Context: an optimization exercise on an open-source flow, tuned for small area, a short achievable clock period and few clock cycles per item. The choices shown serve that exercise and are no tape-out recipe. In this exercise RTL edits were held to simulation tests only and were not proved equivalent to the original. No activity file was given, so power comes from the tool's default toggle rates.

## run A
## carcluster_crc
module carcluster_crc (
  input  wire        clk,
  input  wire        rst,         
  input  wire        cmd_valid,
  output wire        cmd_ready,
  input  wire [63:0] cmd,
  output wire [7:0]  res,
  output wire [3:0]  seq,
  output wire        tabv,
  output wire [7:0]  fault,
  output wire [63:0] fcmd
);
==> flow/config.mk <==
export PLATFORM = sky130hd
export DESIGN_NAME = carcluster_crc
export DESIGN_NICKNAME = carcluster_crc
export VERILOG_FILES = /design/flow/design.v
export SDC_FILE = /design/flow/constraint.sdc
export NUM_CORES = 4
export LEC_CHECK = 0
export ABC_CLOCK_PERIOD_IN_PS = 4000
export CAP_MARGIN = 20
export CORE_MARGIN = 2
export CORE_UTILIZATION = 50
export CTS_CLUSTER_DIAMETER = 80
export CTS_CLUSTER_SIZE = 24
export SETUP_SLACK_MARGIN = 5
export SLEW_MARGIN = 20
export SYNTH_HIERARCHICAL = 1
export TNS_END_PERCENT = 10
==> flow/constraint.sdc <==
create_clock -name core_clock -period 12.0 [get_ports {clk}]
set_input_delay 2.4000 -clock core_clock [delete_from_list [all_inputs] [get_ports {clk}]]
set_output_delay 2.4000 -clock core_clock [all_outputs]
set_load 0.01 [all_outputs]
standard.sh (not shown) runs the stock make flow with config.mk's settings and CLKGATE_MAP_FILE= SYNTH_SCRIPT=/design/flow/synth_recipe.tcl, a recipe that flattens the netlist after the stock synthesis.
==> flow/flow/run.sh <==
#!/bin/bash
set -euo pipefail
MARGIN=6.5
bash standard.sh SETUP_SLACK_MARGIN=$MARGIN finish > standard.log 2>&1
Run A completed end to end with timing, DRC and antenna clean.
Testbench counts of run A, summed over its fixed seeds: cycles 13,640, commands 12,744.
> inputs changed (run A -> run B)
# run A
export LEC_CHECK = 0
export ABC_CLOCK_PERIOD_IN_PS = 4000
export CAP_MARGIN = 20
export CORE_MARGIN = 2
export CORE_UTILIZATION = 50
export CTS_CLUSTER_DIAMETER = 80
export CTS_CLUSTER_SIZE = 24
export SETUP_SLACK_MARGIN = 5
export SLEW_MARGIN = 20
export SYNTH_HIERARCHICAL = 1
export TNS_END_PERCENT = 10
create_clock -name core_clock -period 12.0 [get_ports {clk}]
# run B
export LEC_CHECK = 0
export ABC_CLOCK_PERIOD_IN_PS = 4000
export CAP_MARGIN = 20
export CORE_MARGIN = 2
export CORE_UTILIZATION = 50
export CTS_CLUSTER_DIAMETER = 80
export CTS_CLUSTER_SIZE = 24
export SETUP_SLACK_MARGIN = 5
export SLEW_MARGIN = 20
export SYNTH_HIERARCHICAL = 1
create_clock -name core_clock -period 12.0 [get_ports {clk}]
==> flow/flow/run.sh <==
#!/bin/bash
set -euo pipefail
MARGIN=7.5
bash standard.sh SETUP_SLACK_MARGIN=$MARGIN finish > standard.log 2>&1
As far as maximum number of buffers from clock root to sink goes, run B and run A are indistinguishable; the numbers are identical.
Worst-case setup slack after placement for run B is higher than for run A.
Delta (run B minus run A): area fraction of clock buffers and clock inverters level; post-layout worst setup margin moved up.
Input changes introduced in run C (baseline for comparison: run B):
# run B
export LEC_CHECK = 0
export ABC_CLOCK_PERIOD_IN_PS = 4000
export CAP_MARGIN = 20
export CORE_MARGIN = 2
export CORE_UTILIZATION = 50
export CTS_CLUSTER_DIAMETER = 80
export CTS_CLUSTER_SIZE = 24
export SETUP_SLACK_MARGIN = 5
export SLEW_MARGIN = 20
export SYNTH_HIERARCHICAL = 1
create_clock -name core_clock -period 12.0 [get_ports {clk}]
# run C
export LEC_CHECK = 0
export ABC_CLOCK_PERIOD_IN_PS = 4000
export CAP_MARGIN = 20
export CORE_MARGIN = 2
export CORE_UTILIZATION = 50
export SETUP_SLACK_MARGIN = 5
export SLEW_MARGIN = 20
export SYNTH_HIERARCHICAL = 1
create_clock -name core_clock -period 12.0 [get_ports {clk}]
## What came out
Looking at end of the critical path, the rdq[7] result is from run B; the rdq[1] one comes from run C.
Sum of buffers and inverters on the critical path for run C: 1 down relative to run B
Summary of run C over run B: count of clock-buffer cells in the layout went up by about 130%; post-synthesis to final-layout area growth grew by 3.7 points; post-route worst setup slack went up 0.068 ns.
Compared with run B, run C shows power consumption that has gone up by more than 10%.

==> static timing again, ports no longer ideal <==
In the flow no input, the clock included, has a driving cell. The finished layouts below were timed again as built, in two steps.
Step 1: set_driving_cell puts a clkbuf_16 on clk and a buf_2 on each other input, an assumption about the parent block.
Step 2, shift: input delay + t, output delay - t, t = (earliest + latest rising clock arrival at the registers) / 2. This alone moves slack from input paths to output paths.
Slacks: ideal / step 1 / step 2; pairs: ideal / step 1.
run | t (ns) | slack for setup (ns) | hold slack, ns | worst setup path at the end | clock arrival spread, ns
run A | 0.957 | 6.304 / 6.355 / 5.398 | 0.472 / 0.472 / 0.472 | input to register | 0.058 / 0.058
run B | 0.934 | 6.861 / 6.904 / 5.970 | 0.470 / 0.470 / 0.470 | input to register | 0.072 / 0.072
run C | 0.986 | 6.929 / 6.929 / 5.972 | 0.469 / 0.469 / 0.469 | input to register | 0.097 / 0.097
After both steps every run listed still meets setup and hold. The setup slack of run C, which loses most, moves by 0.000 ns with the drivers and by -0.957 ns with both steps.
